Context: an optimization exercise on an open-source flow, tuned for small area and a short achievable clock period. The choices shown serve that exercise and are no tape-out recipe. RTL that was checked went through simulation tests only; none was proved equivalent to the original. No activity file was given, so power comes from the tool's default toggle rates.

==> pepper: inputs <==
==> flow/design.v <==
module sab_accum (
    input  wire        clk,
    input  wire        rst,
    input  wire        in_valid,
    input  wire [63:0] in_data,
    input  wire        in_last,
    output reg         out_valid,
    output wire [63:0] out_sum
);
    reg [10:0] ae;         
    reg [51:0] am;         
    reg        ah;         
    reg [10:0] xe;         
    reg [51:0] xm;         
    reg        xh;         
    reg        v_r;        
    reg        last_r;     
    reg        first;      
    reg        big_x;      
    reg        sml_a;      
    reg        sml_x;      
    reg [5:0]  amt;        
    assign out_sum = {1'b0, ae, am};
    wire [10:0] ea = {ae[10:1], ae[0] | ~ah};
    wire [10:0] ex = {xe[10:1], xe[0] | ~xh};
    wire [52:0] ma = {ah, am};
    wire [52:0] mx = {xh, xm};
    wire [52:0] mb = big_x ? mx : ma;
    wire [52:0] ms = ({53{sml_a}} & ma) | ({53{sml_x}} & mx);
    wire [10:0] eb = big_x ? ex : ea;
    wire [10:0] eb1 = eb + 11'd1;
    wire        eb_gt1 = |eb[10:1];
    reg [55:0] sv;
    reg        stk;
    integer k;
    always @* begin
        sv  = {ms, 3'b000};
        stk = 1'b0;
        for (k = 5; k >= 0; k = k - 1) begin
            if (amt[k]) begin
                stk = stk | |(sv & ((56'd1 << (1 << k)) - 56'd1));
                sv  = sv >> (1 << k);
            end
        end
    end
    wire [52:0] sb = sv[55:3];
    wire [52:0] p  = mb ^ sb;
    wire [52:0] g  = mb & sb;
    reg [52:0] gg, pp;
    reg [52:0] gn, pn;
    integer l, i, j;
    always @* begin
        gg = g;
        pp = p;
        for (l = 0; l < 6; l = l + 1) begin
            gn = gg;
            pn = pp;
            for (i = 0; i < 53; i = i + 1) begin
                if ((i >> l) & 1) begin
                    j = ((i >> l) << l) - 1;
                    gn[i] = gg[i] | (pp[i] & gg[j]);
                    pn[i] = pp[i] & pp[j];
                end
            end
            gg = gn;
            pp = pn;
        end
    end
    wire h0 = p[0];
    wire h1 = p[1] ^ g[0];
    wire s_lo = sv[0] | stk;
    wire up_n = sv[2] & (sv[1] | s_lo | h0);             
    wire up_c = h0 & (sv[2] | sv[1] | s_lo | h1);        
    wire [52:0] cn = gg | (pp & {53{up_n}});             
    wire [52:0] cc = gg | (pp & {53{up_c}});             
    wire [52:0] sn = p ^ {cn[51:0], up_n};
    wire [52:0] sc = p ^ {cc[51:0], up_c};
    wire        co = gg[52];                             
    wire        cout = cn[52];                           
    wire [51:0] nm = co ? sc[52:1] : sn[51:0];
    wire [10:0] ne = cout ? eb1 : (eb_gt1 ? eb : {10'd0, sn[52]});
    wire        nh = cout | sn[52];
    wire        acc_in = in_valid & ~rst;
    wire        first_n = rst | (v_r ? last_r : first);
    wire [10:0] xen = in_data[62:52];
    wire [10:0] exn = {xen[10:1], xen[0] | ~|xen};
    wire [11:0] t0  = {1'b0, eb} - {1'b0, exn};          
    wire [11:0] nt0 = ~t0;                               
    wire        neg0 = t0[11];
    wire        neg1 = t0[11] & ~&t0;                    
    wire [11:0] a0 = neg0 ? nt0 + 12'd1 : t0;
    wire [11:0] a1 = neg1 ? nt0 : t0 + 12'd1;
    wire [5:0]  a0s = |a0[11:6] ? 6'h3f : a0[5:0];
    wire [5:0]  a1s = |a1[11:6] ? 6'h3f : a1[5:0];
    wire        negn = cout ? neg1 : neg0;
    always @(posedge clk) begin
        ae <= ne;
        am <= nm;
        ah <= nh;
        xe <= xen;
        xm <= in_data[51:0];
        xh <= |xen;
        amt <= cout ? a1s : a0s;
        big_x <= first_n | (acc_in & negn);
        sml_a <= ~first_n & acc_in & negn;
        sml_x <= ~first_n & acc_in & ~negn;
        if (rst) begin
            v_r       <= 1'b0;
            out_valid <= 1'b0;
        end else begin
            v_r       <= in_valid;
            out_valid <= v_r & last_r;
        end
        last_r <= in_last;
        first  <= first_n;
    end
endmodule
==> flow/run.sh <==
#!/bin/bash
# synth_recipe.tcl (not shown) runs the flow's synth.tcl, then flattens the netlist and writes it again
# the make line also repeats each setting of config.mk as NAME=value (left out here)
make -C /OpenROAD-flow-scripts/flow DESIGN_CONFIG=/design/flow/config.mk WORK_HOME=/design/flow/orfs CLKGATE_MAP_FILE= SYNTH_SCRIPT=/design/flow/synth_recipe.tcl finish
==> flow/config.mk <==
export PLATFORM = sky130hd
export DESIGN_NAME = sab_accum
export DESIGN_NICKNAME = sab_accum
export VERILOG_FILES = /design/flow/design.v
export SDC_FILE = /design/flow/constraint.sdc
export NUM_CORES = 4
export LEC_CHECK = 0
export CAP_MARGIN = 20
export CORE_MARGIN = 2
export CORE_UTILIZATION = 40
export SLEW_MARGIN = 20
==> flow/constraint.sdc <==
create_clock -name core_clock -period 12.0 [get_ports {clk}]
set_input_delay 2.4000 -clock core_clock [delete_from_list [all_inputs] [get_ports {clk}]]
set_output_delay 2.4000 -clock core_clock [all_outputs]
set_load 0.01 [all_outputs]
==> inputs of cedar, as changes to pepper <==
--- a/flow/design.v
+++ b/flow/design.v
@@ -26,7 +26,7 @@
     wire [52:0] ma = {ah, am};
     wire [52:0] mx = {xh, xm};
     wire [52:0] mb = big_x ? mx : ma;
-    wire [52:0] ms = ({53{sml_a}} & ma) | ({53{sml_x}} & mx);
+    wire [55:0] ms = ({56{sml_a}} & {1'b0, ma, 2'b00}) | ({56{sml_x}} & {mx, 3'b000});
     wire [10:0] eb = big_x ? ex : ea;
     wire [10:0] eb1 = eb + 11'd1;
     wire        eb_gt1 = |eb[10:1];
@@ -34,7 +34,7 @@
     reg        stk;
     integer k;
     always @* begin
-        sv  = {ms, 3'b000};
+        sv  = ms;
         stk = 1'b0;
         for (k = 5; k >= 0; k = k - 1) begin
             if (amt[k]) begin
@@ -53,17 +53,22 @@
         gg = g;
         pp = p;
         for (l = 0; l < 6; l = l + 1) begin
-            gn = gg;
-            pn = pp;
             for (i = 0; i < 53; i = i + 1) begin
-                if ((i >> l) & 1) begin
-                    j = ((i >> l) << l) - 1;
-                    gn[i] = gg[i] | (pp[i] & gg[j]);
-                    pn[i] = pp[i] & pp[j];
+                if (((i + 1) % (2 << l)) == 0) begin
+                    j = i - (1 << l);
+                    gg[i] = gg[i] | (pp[i] & gg[j]);
+                    pp[i] = pp[i] & pp[j];
                 end
             end
-            gg = gn;
-            pp = pn;
+        end
+        for (l = 5; l >= 0; l = l - 1) begin
+            for (i = 0; i < 53; i = i + 1) begin
+                if (((i + 1) % (2 << l)) == (1 << l) && i >= (2 << l)) begin
+                    j = i - (1 << l);
+                    gg[i] = gg[i] | (pp[i] & gg[j]);
+                    pp[i] = pp[i] & pp[j];
+                end
+            end
         end
     end
     wire h0 = p[0];
@@ -85,11 +90,11 @@
     wire [10:0] xen = in_data[62:52];
     wire [10:0] exn = {xen[10:1], xen[0] | ~|xen};
     wire [11:0] t0  = {1'b0, eb} - {1'b0, exn};          
-    wire [11:0] nt0 = ~t0;                               
+    wire [11:0] t1  = {1'b0, eb1} - {1'b0, exn};         
     wire        neg0 = t0[11];
-    wire        neg1 = t0[11] & ~&t0;                    
-    wire [11:0] a0 = neg0 ? nt0 + 12'd1 : t0;
-    wire [11:0] a1 = neg1 ? nt0 : t0 + 12'd1;
+    wire        neg1 = t1[11];
+    wire [11:0] a0 = t0 ^ {12{neg0}};
+    wire [11:0] a1 = t1 ^ {12{neg1}};
     wire [5:0]  a0s = |a0[11:6] ? 6'h3f : a0[5:0];
     wire [5:0]  a1s = |a1[11:6] ? 6'h3f : a1[5:0];
     wire        negn = cout ? neg1 : neg0;
CORE_UTILIZATION = 60   (was 40)
SETUP_SLACK_MARGIN = 5   (was default)
==> results.cfg <==
[critical_path]
worst_path_largest_cell_delay_ns = 1.12

[run_status]
status = finished clean

[synth]
yosys.cell_count.top_type = nor2_1

[power_and_ir_drop]
p_leak_nw = 6.24
ir_worst_vdd_v = 0.000130
pg_comb_mw = 1.76

[placed_design]
hpwl_microns = 43100

[final_layout]
layout_commonest_cell = nor2_1

[floorplan]
core_sq_um = 35400
(the above is from pepper)
==> results.cfg <==
[power_and_ir_drop]
p_leak_nw = 6.07
pg_comb_uw = 685
ir_worst_vdd_v = 0.0000797

[final_layout]
layout_commonest_cell = nand2_1

[run_status]
status = finished clean

[synth]
yosys.cell_count.top_type = nand2_1

[floorplan]
die_y_microns = 153

[clock_tree]
clock_path_buffers = 2

[placed_design]
hpwl_microns = 32400

[critical_path]
worst_path_largest_cell_delay_ns = 0.57

[route]
route.detailed.drc = 0
(the above is from cedar)
The RTL of pepper was laid out without a check of its function.

* * *

==> run A <==
sab_accum, a different RTL version from the one above (not shown whole).
==> module sab_accum, before the edit <==
module sab_accum (
    input  wire        clk,
    input  wire        rst,
    input  wire        in_valid,
    input  wire [63:0] in_data,
    input  wire        in_last,
    output reg         out_valid,
    output wire [63:0] out_sum
);
    reg [10:0] ae;         
    reg [51:0] am;         
    reg        ah;         
    reg [10:0] xe;         
    reg [51:0] xm;         
    reg        xh;         
    reg        v_r;        
    reg        last_r;     
    reg        first;      
    reg        big_x;      
    reg        sml_a;      
    reg        sml_x;      
    reg        big_xn;     
    reg        sml_an;     
    reg        sml_xn;
    reg [5:0]  amt;        
    assign out_sum = {1'b0, ae, am};
    wire [10:0] ea = {ae[10:1], ae[0] | ~ah};
    wire [10:0] ex = {xe[10:1], xe[0] | ~xh};
    wire [52:0] ma = {ah, am};
    wire [52:0] mx = {xh, xm};
    wire [52:0] mb = {big_xn ? ma[52:27] : mx[52:27], big_x ? mx[26:0] : ma[26:0]};
    wire [53:0] ms_a = {1'b0, ma};
    wire [53:0] ms_x = {mx, 1'b0};
    wire [53:0] ms = {({27{~sml_an}} & ms_a[53:27]) | ({27{~sml_xn}} & ms_x[53:27]),
                      ({27{sml_a}} & ms_a[26:0]) | ({27{sml_x}} & ms_x[26:0])};
    wire [10:0] eb = big_x ? ex : ea;
    wire [10:0] eb1 = eb + 11'd1;
    wire        eb_gt1 = |eb[10:1];
    reg [53:0] sv;
    reg        stk;
    integer k;
    always @* begin
        sv  = ms;
        stk = 1'b0;
        for (k = 5; k >= 0; k = k - 1) begin
            if (amt[k]) begin
                stk = stk | |(sv & ((54'd1 << (1 << k)) - 54'd1));
                sv  = sv >> (1 << k);
            end
        end
    end
    wire [52:0] sb = sv[53:1];
    wire [52:0] p  = mb ^ sb;
    wire [52:0] g  = mb & sb;
    reg [52:0] gg, pp;
    reg [52:0] gn, pn;
    integer l, i, j;
    always @* begin
        gg = g;
        pp = p;
        for (l = 0; l < 6; l = l + 1) begin
            for (i = 0; i < 53; i = i + 1) begin
                if (((i + 1) % (2 << l)) == 0) begin
                    j = i - (1 << l);
                    gg[i] = gg[i] | (pp[i] & gg[j]);
                    pp[i] = pp[i] & pp[j];
                end
            end
        end
        for (l = 5; l >= 0; l = l - 1) begin
            for (i = 0; i < 53; i = i + 1) begin
                if (((i + 1) % (2 << l)) == (1 << l) && i >= (2 << l)) begin
                    j = i - (1 << l);
                    gg[i] = gg[i] | (pp[i] & gg[j]);
                    pp[i] = pp[i] & pp[j];
                end
            end
        end
    end
    wire h0 = p[0];
    wire h1 = p[1] ^ g[0];
    wire up_n = sv[0] & (stk | h0);                      
    wire up_c = h0 & (sv[0] | stk | h1);                 
    wire [52:0] cn = gg | (pp & {53{up_n}});             
    wire [52:0] cc = gg | (pp & {53{up_c}});             
    wire [52:0] sn = p ^ {cn[51:0], up_n};
    wire [52:0] sc = p ^ {cc[51:0], up_c};
    wire        co = gg[52];                             
    wire        cout = cn[52];                           
    wire [51:0] nm = co ? sc[52:1] : sn[51:0];
    wire [10:0] ne = cout ? eb1 : (eb_gt1 ? eb : {10'd0, sn[52]});
    wire        nh = cout | sn[52];
    wire        acc_in = in_valid & ~rst;
    wire        first_n = rst | (v_r ? last_r : first);
    wire [10:0] xen = in_data[62:52];
    wire        xz  = ~|xen;                             
    wire [11:0] t0  = sub12(eb, xen, ~xz);               
    wire [11:0] t1  = sub12(eb1, xen, ~xz);              
    wire        neg0 = t0[11];
    wire        neg1 = t1[11];
    wire [11:0] a0 = t0 ^ {12{neg0}};
    wire [11:0] a1 = t1 ^ {12{neg1}};
    wire [5:0]  a0s = |a0[11:6] ? 6'h3f : a0[5:0];
    wire [5:0]  a1s = |a1[11:6] ? 6'h3f : a1[5:0];
    wire        negn = cout ? neg1 : neg0;
    function [11:0] sub12;
        input [10:0] a;
        input [10:0] b;
        input        ci;
        reg   [11:0] x, y, gs, ps, gq, pq;
        integer      m, n;
        begin
            x  = {1'b0, a};
            y  = {1'b1, ~b};
            gs = x & y;
            ps = x ^ y;
            for (m = 0; m < 4; m = m + 1) begin
                gq = gs;
                pq = ps;
                for (n = 0; n < 12; n = n + 1)
                    if ((n >> m) & 1) begin
                        gq[n] = gs[n] | (ps[n] & gs[((n >> m) << m) - 1]);
                        pq[n] = ps[n] & ps[((n >> m) << m) - 1];
                    end
                gs = gq;
                ps = pq;
            end
            sub12 = (x ^ y) ^ {gs[10:0] | (ps[10:0] & {11{ci}}), ci};
        end
    endfunction
    always @(posedge clk) begin
        ae <= ne;
        am <= nm;
        ah <= nh;
        xe <= xen;
        xm <= in_data[51:0];
        xh <= |xen;
        amt <= cout ? a1s : a0s;
        big_x <= first_n | (acc_in & negn);
        sml_a <= ~first_n & acc_in & negn;
        sml_x <= ~first_n & acc_in & ~negn;
        big_xn <= ~(first_n | (acc_in & negn));
        sml_an <= ~(~first_n & acc_in & negn);
        sml_xn <= ~(~first_n & acc_in & ~negn);
        if (rst) begin
            v_r       <= 1'b0;
            out_valid <= 1'b0;
        end else begin
            v_r       <= in_valid;
            out_valid <= v_r & last_r;
        end
        last_r <= in_last;
        first  <= first_n;
    end
endmodule
clock: 12.0 ns
lec_check: 0
cap_margin: 20
core_margin: 2
core_utilization: 60
slew_margin: 20
standard.sh (not shown) runs the stock make flow with config.mk's settings and CLKGATE_MAP_FILE= SYNTH_SCRIPT=/design/flow/synth_recipe.tcl, a recipe that flattens the netlist after the stock synthesis.
==> flow/flow/run.sh <==
#!/bin/bash
set -euo pipefail
cd "$(dirname "$0")/.."
export BUFFER_PORTS_ARGS="-buffer_cell sky130_fd_sc_hd__buf_1"
if [[ -f flow/margin ]]; then
  export SETUP_SLACK_MARGIN="$(cat flow/margin)"
fi
bash standard.sh > standard.log 2>&1
test -s out/final.def
==> flow/flow/margin <==
6.5
==> run F (differences from run A) <==
--- a/flow/design.v
+++ b/flow/design.v
@@ -104,3 +104,10 @@
     wire [5:0]  a1s = |a1[11:6] ? 6'h3f : a1[5:0];
-    wire        negn = cout ? neg1 : neg0;
+    wire [2:0]  ct0 = {first_n | (acc_in & neg0),
+                       ~first_n & acc_in & neg0,
+                       ~first_n & acc_in & ~neg0};
+    wire [2:0]  ct1 = {first_n | (acc_in & neg1),
+                       ~first_n & acc_in & neg1,
+                       ~first_n & acc_in & ~neg1};
+    wire [2:0]  ctn = cout ? ct1 : ct0;
+    wire [2:0]  ctn_n = cout ? ~ct1 : ~ct0;
     function [11:0] sub12;
@@ -138,8 +145,4 @@
         amt <= cout ? a1s : a0s;
-        big_x <= first_n | (acc_in & negn);
-        sml_a <= ~first_n & acc_in & negn;
-        sml_x <= ~first_n & acc_in & ~negn;
-        big_xn <= ~(first_n | (acc_in & negn));
-        sml_an <= ~(~first_n & acc_in & negn);
-        sml_xn <= ~(~first_n & acc_in & ~negn);
+        {big_x, sml_a, sml_x} <= ctn;
+        {big_xn, sml_an, sml_xn} <= ctn_n;
         if (rst) begin
CTS_BUF_LIST = sky130_fd_sc_hd__clkbuf_8   (was default)
==> run Z (differences from run A) <==
--- a/flow/design.v
+++ b/flow/design.v
@@ -31,6 +31,6 @@
     wire [52:0] mb = {big_xn ? ma[52:27] : mx[52:27], big_x ? mx[26:0] : ma[26:0]};
-    wire [53:0] ms_a = {1'b0, ma};
-    wire [53:0] ms_x = {mx, 1'b0};
-    wire [53:0] ms = {({27{~sml_an}} & ms_a[53:27]) | ({27{~sml_xn}} & ms_x[53:27]),
-                      ({27{sml_a}} & ms_a[26:0]) | ({27{sml_x}} & ms_x[26:0])};
+    wire [55:0] ms_a = {1'b0, ma, 2'b00};
+    wire [55:0] ms_x = {mx, 3'b000};
+    wire [55:0] ms = {({28{~sml_an}} & ms_a[55:28]) | ({28{~sml_xn}} & ms_x[55:28]),
+                      ({28{sml_a}} & ms_a[27:0]) | ({28{sml_x}} & ms_x[27:0])};
     wire [10:0] eb = big_x ? ex : ea;
@@ -38,3 +38,3 @@
     wire        eb_gt1 = |eb[10:1];
-    reg [53:0] sv;
+    reg [55:0] sv;
     reg        stk;
@@ -46,3 +46,3 @@
             if (amt[k]) begin
-                stk = stk | |(sv & ((54'd1 << (1 << k)) - 54'd1));
+                stk = stk | |(sv & ((56'd1 << (1 << k)) - 56'd1));
                 sv  = sv >> (1 << k);
@@ -51,3 +51,3 @@
     end
-    wire [52:0] sb = sv[53:1];
+    wire [52:0] sb = sv[55:3];
     wire [52:0] p  = mb ^ sb;
@@ -81,4 +81,5 @@
     wire h1 = p[1] ^ g[0];
-    wire up_n = sv[0] & (stk | h0);                      
-    wire up_c = h0 & (sv[0] | stk | h1);                 
+    wire s_lo = sv[0] | stk;
+    wire up_n = sv[2] & (sv[1] | s_lo | h0);             
+    wire up_c = h0 & (sv[2] | sv[1] | s_lo | h1);        
     wire [52:0] cn = gg | (pp & {53{up_n}});             
@@ -95,5 +96,5 @@
     wire [10:0] xen = in_data[62:52];
-    wire        xz  = ~|xen;                             
-    wire [11:0] t0  = sub12(eb, xen, ~xz);               
-    wire [11:0] t1  = sub12(eb1, xen, ~xz);              
+    wire [10:0] exn = {xen[10:1], xen[0] | ~|xen};
+    wire [11:0] t0  = {1'b0, eb} - {1'b0, exn};          
+    wire [11:0] t1  = {1'b0, eb1} - {1'b0, exn};         
     wire        neg0 = t0[11];
@@ -105,27 +106,2 @@
     wire        negn = cout ? neg1 : neg0;
-    function [11:0] sub12;
-        input [10:0] a;
-        input [10:0] b;
-        input        ci;
-        reg   [11:0] x, y, gs, ps, gq, pq;
-        integer      m, n;
-        begin
-            x  = {1'b0, a};
-            y  = {1'b1, ~b};
-            gs = x & y;
-            ps = x ^ y;
-            for (m = 0; m < 4; m = m + 1) begin
-                gq = gs;
-                pq = ps;
-                for (n = 0; n < 12; n = n + 1)
-                    if ((n >> m) & 1) begin
-                        gq[n] = gs[n] | (ps[n] & gs[((n >> m) << m) - 1]);
-                        pq[n] = ps[n] & ps[((n >> m) << m) - 1];
-                    end
-                gs = gq;
-                ps = pq;
-            end
-            sub12 = (x ^ y) ^ {gs[10:0] | (ps[10:0] & {11{ci}}), ci};
-        end
-    endfunction
     always @(posedge clk) begin
CTS_BUF_LIST = sky130_fd_sc_hd__clkbuf_4 sky130_fd_sc_hd__clkbuf_8   (was default)
CTS_CLUSTER_SIZE = 40   (was default)
==> results.txt <==
quantity	run Z	run F	run A
Initial DRT Pass Iterations	8	9	8
Fraction of met1 tracks used by global routing	51.6%	54.7%	55.5%
Sequential share of cell area	18.2%	18.1%	18.6%
Average detailed-routed wire length per instance	24.1 um	23.6 um	24.8 um
Status	timing/DRC/antenna clean	timing/DRC/antenna clean	timing/DRC/antenna clean
Setup slack of the worst register-to-register path	6.55 ns	6.57 ns	6.53 ns
Fraction of area in multi-input gates	66.7%	68.4%	66.6%
Via count of the routed design	14800	15100	14700
Capturing point of the worst reg2reg path	sml_an	am[2]	am[6]
Simple-gate area share of the yosys netlist	17.1%	18.5%	17.5%
Ratio of cells with drive above 1 in the final layout	18.2%	13.9%	13.9%
Portion of the clock cycle consumed by the worst path in the final layout	45.4%	45.3%	45.6%
Headroom to the max-slew limit	32.8%	37.1%	29.9%
Number of multi-input combinational cells in the layout	1425	1485	1421
RSZ-0062 raised after global routing	true	true	false
Met3 layer wire length in the routed design	6.50 mm	6.12 mm	7.10 mm
GR Util All Layers	40.4%	40.1%	41.1%
Half-perimeter wire length after placement	36.6 mm	38.2 mm	36.9 mm
Portion of the layout cell area used by non-clock buffers	8.05%	6.44%	6.76%
Start of the worst register-to-register path	sml_an	amt[4]	sml_a
Critical path launch point	sml_an	amt[4]	sml_a
Leak	0.00644 uW	0.00622 uW	0.00620 uW
Worst Slack Setup Final	6.55 ns	6.57 ns	6.53 ns
Clk_skew	0.0310 ns	0.0207 ns	0.0124 ns
Topmost layer with routed signal wires	met5	met4	met5
Number of placement rows	54	56	55

[what the ideal ports hide]
The results above use ideal ports. As a check the final layouts listed here were re-extracted and re-timed, cells and wires unchanged. Step 1: set_driving_cell puts a clkbuf_16 on clk and a buf_2 on each other input, an assumption about the parent block. Step 2 also shifts input and output timing later by t, the mid clock arrival at the registers, as if the neighbouring blocks saw the same clock. Slacks: ideal / step 1 / step 2; pairs: ideal / step 1.
| run | t, ns | slack for setup (ns) | worst setup path at the end | worst data-port slew with drivers (ns) | cell pins on the clock port's net |
|---|---|---|---|---|---|
| pepper | 0.512 | 3.664 / 3.664 / 3.664 | register to register | 0.04 | 1 |
| cedar | 0.488 | 5.180 / 5.180 / 5.166 | input to register | 0.04 | 1 |
| run A | 0.487 | 6.529 / 6.529 / 6.243 | input to register | 0.04 | 1 |
| run F | 0.532 | 6.570 / 6.570 / 6.160 | input to register | 0.08 | 1 |
| run Z | 0.534 | 6.551 / 6.551 / 6.150 | input to register | 0.04 | 1 |
After both steps every run listed still meets setup and hold. For run F, which loses most, drivers alone change the setup slack by 0.000 ns; drivers and shift together by -0.410 ns.
